Source: an optimization exercise on an open RTL-to-GDS flow (aim: small area). Production flows keep margins and buffers that such runs may drop. Only simulation tests tie the RTL to the original design; equivalence was not proved. Power figures rest on the tool's default switching activity, not on a simulated workload.

run A:
==> flow/design.v (excerpt) <==
module kbd_scan_react (
    input  wire        clk,
    input  wire        rst,
    input  wire        cmd_valid,
    input  wire [7:0]  cmd,
    output wire        cmd_ready,
    output wire [7:0]  row_n,
    input  wire [7:0]  col_n,
    input  wire [31:0] rnd_data,
    output wire        rnd_take,
    output wire [17:0] ev,
    output wire        led_valid,
    output wire [23:0] led_data,
    output wire        draw_valid,
    output wire [1:0]  draw_sprite,
    output wire [2:0]  fault
);
==> flow/config.mk <==
export PLATFORM = sky130hd
export DESIGN_NAME = kbd_scan_react
export DESIGN_NICKNAME = kbd_scan_react
export VERILOG_FILES = /design/flow/design.v
export SDC_FILE = /design/flow/constraint.sdc
export NUM_CORES = 8
export LEC_CHECK = 0
export CAP_MARGIN = 20
export CORE_MARGIN = 2
export CORE_UTILIZATION = 60
export PLACE_DENSITY = 0.75
export SLEW_MARGIN = 20
==> flow/constraint.sdc <==
create_clock -name core_clock -period 14.0 [get_ports {clk}]
set_input_delay 2.8000 -clock core_clock [delete_from_list [all_inputs] [get_ports {clk}]]
set_output_delay 2.8000 -clock core_clock [all_outputs]
set_load 0.01 [all_outputs]
standard.sh (not shown) runs the stock make flow with config.mk's settings and CLKGATE_MAP_FILE= SYNTH_SCRIPT=/design/flow/synth_recipe.tcl, a recipe that flattens the netlist after the stock synthesis.
==> flow/flow/run.sh <==
#!/bin/bash
# Layout flow: the standard synthesis, then an area-oriented re-mapping of
# its combinational logic with ABC (eight random seeds of &deepsyn, the
# smallest result kept; flip-flops untouched; the result is proven equivalent
# to the standard netlist with Yosys, and the standard netlist is used if
# anything fails), then the standard layout steps with these changes:
# port buffers use buf_1, and clock tree synthesis uses clkbuf_8 with sink
# clusters of at most 20 flip-flops and no dummy loads.
set -euo pipefail
HERE=$(pwd)
R=$HERE/orfs/results/$FLOW_PLATFORM/kbd_scan_react/base
LIB=$FLOW_HOME/platforms/$FLOW_PLATFORM/lib/sky130_fd_sc_hd__tt_025C_1v80.lib
YOSYS=$FLOW_HOME/../tools/install/yosys/bin/yosys
[ -x "$YOSYS" ] || YOSYS=yosys
export CTS_ARGS="-sink_clustering_enable -repair_clock_nets -dont_use_dummy_load -buf_list sky130_fd_sc_hd__clkbuf_8 -sink_clustering_size 20 -sink_clustering_max_diameter 70"
export BUFFER_PORTS_ARGS="-buffer_cell sky130_fd_sc_hd__buf_1"

bash standard.sh synth > standard_synth.log 2>&1
cp "$R/1_2_yosys.v" "$HERE/std_1_2_yosys.v"

DU=$(sed -n '/^export DONT_USE_CELLS/,/^#/p' "$FLOW_HOME/platforms/$FLOW_PLATFORM/config.mk" \
     | grep -o 'sky130_fd_sc_hd__[a-z0-9_]*' | sed 's/^/-dont_use /' | tr '\n' ' ')
best=""; best_area=""
for S in 0 1 2 3 4 5 6 7 8 9 10 11 12 13 14 15; do
  sed -e "s#@SEED@#$S#" flow/area.abc > "area$S.abc"
  sed -e "s#@LIB@#$LIB#g" -e "s#@IN@#$HERE/std_1_2_yosys.v#" -e "s#@OUT@#$HERE/resynth$S.v#" \
      -e "s#@ABC@#$HERE/area$S.abc#" -e "s#@TOP@#$FLOW_TOP#g" -e "s#@DONTUSE@#$DU#" \
      -e "s#@STAT@#$HERE/resynth_stat$S.txt#" flow/resynth.ys > "resynth$S.ys"
  "$YOSYS" -q -l "resynth$S.log" "resynth$S.ys" > /dev/null 2>&1 &
done
wait || true
for S in 0 1 2 3 4 5 6 7 8 9 10 11 12 13 14 15; do
  a=$(grep -o "Chip area for module .*: [0-9.]*" "resynth_stat$S.txt" 2>/dev/null | awk '{print $NF}' || true)
  [ -n "$a" ] || continue
  if [ -z "$best" ] || awk "BEGIN{exit !($a < $best_area)}"; then best=$S; best_area=$a; fi
done
echo "seed areas:" $(grep -ho "Chip area for module .*: [0-9.]*" resynth_stat*.txt | awk '{print $NF}') "kept seed $best" > resynth_choice.txt

ok=0
if [ -n "$best" ]; then
  cp "resynth$best.v" resynth.v
  sed -e "s#@LIB@#$LIB#g" -e "s#@GOLD@#$HERE/std_1_2_yosys.v#" -e "s#@GATE@#$HERE/resynth.v#" \
      -e "s#@TOP@#$FLOW_TOP#g" flow/equiv.ys > equiv.ys
  sed -e "s#@LIB@#$LIB#g" -e "s#@GATE@#$HERE/resynth.v#" -e "s#@TOP@#$FLOW_TOP#g" flow/check.ys > check.ys
  if "$YOSYS" -q -l check.log check.ys > /dev/null 2>&1 && \
     "$YOSYS" -q -l equiv.log equiv.ys > /dev/null 2>&1; then ok=1; fi
fi
if [ $ok = 1 ]; then
  cp "$HERE/resynth.v" "$R/1_2_yosys.v"
  rm -f "$R/1_synth.odb" "$R/1_synth.sdc"
  echo "using the re-mapped netlist" > netlist_choice.txt
else
  echo "re-mapping failed; using the standard netlist" > netlist_choice.txt
fi

bash standard.sh > standard.log 2>&1
Other scripts of this flow, unchanged in this note and not shown: flow/flow/area.abc, flow/flow/check.ys, flow/flow/equiv.ys, flow/flow/resynth.ys
Run A finished end to end and its layout was clean on timing, DRC and antenna.
Here is what was changed in the inputs of run B compared with run A.
-- flow/flow/run.sh --
<<< run A, line 14
[ -x "$YOSYS" ] || YOSYS=yosys
export CTS_ARGS="-sink_clustering_enable -repair_clock_nets -dont_use_dummy_load -buf_list sky130_fd_sc_hd__clkbuf_8 -sink_clustering_size 20 -sink_clustering_max_diameter 70"
export BUFFER_PORTS_ARGS="-buffer_cell sky130_fd_sc_hd__buf_1"
>>> run B, line 14
[ -x "$YOSYS" ] || YOSYS=yosys
export CTS_ARGS="-sink_clustering_enable -repair_clock_nets -dont_use_dummy_load -buf_list sky130_fd_sc_hd__clkbuf_8 -root_buf sky130_fd_sc_hd__clkbuf_16 -tree_buf sky130_fd_sc_hd__clkbuf_16 -sink_clustering_size 20 -sink_clustering_max_diameter 70"
export BUFFER_PORTS_ARGS="-buffer_cell sky130_fd_sc_hd__buf_1"
<<< run A, line 23
best=""; best_area=""
for S in 0 1 2 3 4 5 6 7 8 9 10 11 12 13 14 15; do
  sed -e "s#@SEED@#$S#" flow/area.abc > "area$S.abc"
>>> run B, line 23
best=""; best_area=""
for S in 0 1 2 3 4 5 6 7; do
  sed -e "s#@SEED@#$S#" flow/area.abc > "area$S.abc"
<<< run A, line 31
wait || true
for S in 0 1 2 3 4 5 6 7 8 9 10 11 12 13 14 15; do
  a=$(grep -o "Chip area for module .*: [0-9.]*" "resynth_stat$S.txt" 2>/dev/null | awk '{print $NF}' || true)
>>> run B, line 31
wait || true
for S in 0 1 2 3 4 5 6 7; do
  a=$(grep -o "Chip area for module .*: [0-9.]*" "resynth_stat$S.txt" 2>/dev/null | awk '{print $NF}' || true)
Notes after the runs:
Changes observed in run B relative to run A: register share of total power went down 0.9 points, minimum period implied by the final worst setup slack shows a reduction of 110 ps, met1 track utilization from global routing roughly the same.
Relative to run A, the data arrival time of the critical path of run B is lower by 100 ps.
Between run A and run B, the difference in wire length is negligible.
Across both runs, area growth from synthesis to layout was higher for run B than for run A.
Going from run A to run B, global-route wire length before repair did not really move, number of global-route vias before repair did not really move, final standard cell area without fillers did not really move.
Compared with run A, fmax in run B increased slightly.
Diff run A and run B: post-route clock skew lower in run B
### run B -> run C
-- flow/flow/run.sh --
<<< run B, line 14
[ -x "$YOSYS" ] || YOSYS=yosys
export CTS_ARGS="-sink_clustering_enable -repair_clock_nets -dont_use_dummy_load -buf_list sky130_fd_sc_hd__clkbuf_8 -root_buf sky130_fd_sc_hd__clkbuf_16 -tree_buf sky130_fd_sc_hd__clkbuf_16 -sink_clustering_size 20 -sink_clustering_max_diameter 70"
export BUFFER_PORTS_ARGS="-buffer_cell sky130_fd_sc_hd__buf_1"
>>> run C, line 14
[ -x "$YOSYS" ] || YOSYS=yosys
export CTS_ARGS="-sink_clustering_enable -repair_clock_nets -dont_use_dummy_load -buf_list sky130_fd_sc_hd__clkbuf_8 -sink_clustering_size 20 -sink_clustering_max_diameter 70"
export BUFFER_PORTS_ARGS="-buffer_cell sky130_fd_sc_hd__buf_1"
==> run summary <==
- From run B to run C the numbers moved as follows: clock buffer instance count of the final layout closely matched the old numbers, global-route usage comparable, count of sequential standard cells stayed essentially flat, clock insertion delay at the later pin of the skew report went up by 70 ps, share of the clock period used by the worst path now larger.
- Post-route cell area delta (run B -> run C): insignificant
- Share of the final layout cell area in sequential cells: lower on run B
- According to the power report, total power for run C is lower than for run B.

Another version of the RTL of kbd_scan_react (not shown whole).
Size in the first run: roughly 1400 cells after synthesis, roughly 110 I/O pins.
==> flow/config.mk <==
export PLATFORM = sky130hd
export DESIGN_NAME = kbd_scan_react
export DESIGN_NICKNAME = kbd_scan_react
export VERILOG_FILES = /design/flow/design.v
export SDC_FILE = /design/flow/constraint.sdc
export NUM_CORES = 8
export LEC_CHECK = 0
export CAP_MARGIN = 20
export CORE_MARGIN = 2
export CORE_UTILIZATION = 60
export PLACE_DENSITY = 0.75
export SLEW_MARGIN = 20
==> flow/constraint.sdc <==
create_clock -name core_clock -period 14.0 [get_ports {clk}]
set_input_delay 2.8000 -clock core_clock [delete_from_list [all_inputs] [get_ports {clk}]]
set_output_delay 2.8000 -clock core_clock [all_outputs]
set_load 0.01 [all_outputs]
==> flow/flow/run.sh <==
#!/bin/bash
# Layout flow: the standard synthesis, then an area-oriented re-mapping of
# its combinational logic (flip-flops untouched, equivalence proven with Yosys;
# the standard netlist is used if anything fails), then the standard layout
# steps with these changes: port buffers use buf_1, and clock tree synthesis
# uses clkbuf_8 with smaller sink clusters and no dummy loads.
set -euo pipefail
HERE=$(pwd)
R=$HERE/orfs/results/$FLOW_PLATFORM/kbd_scan_react/base
LIB=$FLOW_HOME/platforms/$FLOW_PLATFORM/lib/sky130_fd_sc_hd__tt_025C_1v80.lib
YOSYS=$FLOW_HOME/../tools/install/yosys/bin/yosys
[ -x "$YOSYS" ] || YOSYS=yosys
export CTS_ARGS="-sink_clustering_enable -repair_clock_nets -dont_use_dummy_load -buf_list sky130_fd_sc_hd__clkbuf_8 -sink_clustering_size 24 -sink_clustering_max_diameter 40"
export BUFFER_PORTS_ARGS="-buffer_cell sky130_fd_sc_hd__buf_1"

bash standard.sh synth > standard_synth.log 2>&1
cp "$R/1_2_yosys.v" "$HERE/std_1_2_yosys.v"

DU=$(sed -n '/^export DONT_USE_CELLS/,/^#/p' "$FLOW_HOME/platforms/$FLOW_PLATFORM/config.mk" \
     | grep -o 'sky130_fd_sc_hd__[a-z0-9_]*' | sed 's/^/-dont_use /' | tr '\n' ' ')
sed -e "s#@LIB@#$LIB#g" -e "s#@IN@#$HERE/std_1_2_yosys.v#" -e "s#@OUT@#$HERE/resynth.v#" \
    -e "s#@ABC@#$HERE/flow/area.abc#" -e "s#@TOP@#$FLOW_TOP#g" -e "s#@DONTUSE@#$DU#" \
    -e "s#@STAT@#$HERE/resynth_stat.txt#" flow/resynth.ys > resynth.ys
sed -e "s#@LIB@#$LIB#g" -e "s#@GOLD@#$HERE/std_1_2_yosys.v#" -e "s#@GATE@#$HERE/resynth.v#" \
    -e "s#@TOP@#$FLOW_TOP#g" flow/equiv.ys > equiv.ys
sed -e "s#@LIB@#$LIB#g" -e "s#@GATE@#$HERE/resynth.v#" -e "s#@TOP@#$FLOW_TOP#g" flow/check.ys > check.ys
if "$YOSYS" -q -l resynth.log resynth.ys > /dev/null 2>&1 && \
   "$YOSYS" -q -l check.log check.ys > /dev/null 2>&1 && \
   "$YOSYS" -q -l equiv.log equiv.ys > /dev/null 2>&1; then
  cp "$HERE/resynth.v" "$R/1_2_yosys.v"
  rm -f "$R/1_synth.odb" "$R/1_synth.sdc"
  echo "using the re-mapped netlist" > netlist_choice.txt
else
  echo "re-mapping failed; using the standard netlist" > netlist_choice.txt
fi

bash standard.sh > standard.log 2>&1
==> flow/flow/area.abc <==
strash
dch -f
amap
strash
dch -f
amap
topo
Other scripts of this flow, unchanged in this note and not shown: flow/flow/check.ys, flow/flow/equiv.ys, flow/flow/resynth.ys
Rerun with:
--- a/flow/flow/run.sh
+++ b/flow/flow/run.sh
@@ -11,5 +11,5 @@
 YOSYS=$FLOW_HOME/../tools/install/yosys/bin/yosys
 [ -x "$YOSYS" ] || YOSYS=yosys
-export CTS_ARGS="-sink_clustering_enable -repair_clock_nets -dont_use_dummy_load -buf_list sky130_fd_sc_hd__clkbuf_8 -sink_clustering_size 24 -sink_clustering_max_diameter 40"
+export CTS_ARGS="-sink_clustering_enable -repair_clock_nets -dont_use_dummy_load -buf_list sky130_fd_sc_hd__clkbuf_8 -sink_clustering_size 20 -sink_clustering_max_diameter 50"
 export BUFFER_PORTS_ARGS="-buffer_cell sky130_fd_sc_hd__buf_1"
 
==> flow/flow/area.abc (replaced) <==
strash
&get -n
&deepsyn -J 100 -T 1200
&put
dch -f
amap
strash
dch -f
amap
topo
Outcome: Critical path depth is lower by 1; routed wire length falls by about a fifth; first-iteration DRC count shrinks by about a fifth; utilization falls by 0.57 points; die area drops by a few percent; synthesized area goes down by a little under a tenth.
Rerun with:
==> flow/flow/area.abc (replaced) <==
strash
dch -f
amap
strash
dch -f
amap
topo
Utilization came out higher by 0.28 points.
Fmax came out lower by roughly a tenth.
Total power came out higher by well over a third.
Register-to-register slack improves by 440 ps.
Area after synthesis came out higher by a little under a tenth.
Routed wire length came out higher by about a fifth.
Cell area came out higher by a little under a tenth.
Setup slack degrades by 870 ps.

-- static timing again, ports no longer ideal --
Ports are ideal in the flow. The routed layouts listed here were re-timed in OpenROAD.
Step 1: set_driving_cell puts a clkbuf_16 on clk and a buf_2 on each other input, an assumption about the parent block.
Step 2 adds t to the input delays and takes it off the output delays; t is the mean of the earliest and latest rising clock arrival at the registers after step 1. Input paths then give back, and output paths get back, about the clock's delay inside the block.
a / b / c = ideal / step 1 / step 2; a / b = the first two.
run	t (ns)	setup WS [ns]	slew at the worst register clock pin (ns)
run A	0.595	5.679 / 5.641 / 6.235	0.12 / 0.12
run B	0.542	5.785 / 5.742 / 6.284	0.12 / 0.12
run C	0.595	5.679 / 5.641 / 6.235	0.12 / 0.12
the first run of note 2	0.580	5.342 / 5.302 / 5.882	0.12 / 0.12
the second run of note 2	0.609	6.198 / 6.155 / 6.764	0.11 / 0.11
the third run of note 2	0.551	5.328 / 5.284 / 5.835	0.11 / 0.11
After both steps every run listed still meets setup and hold.
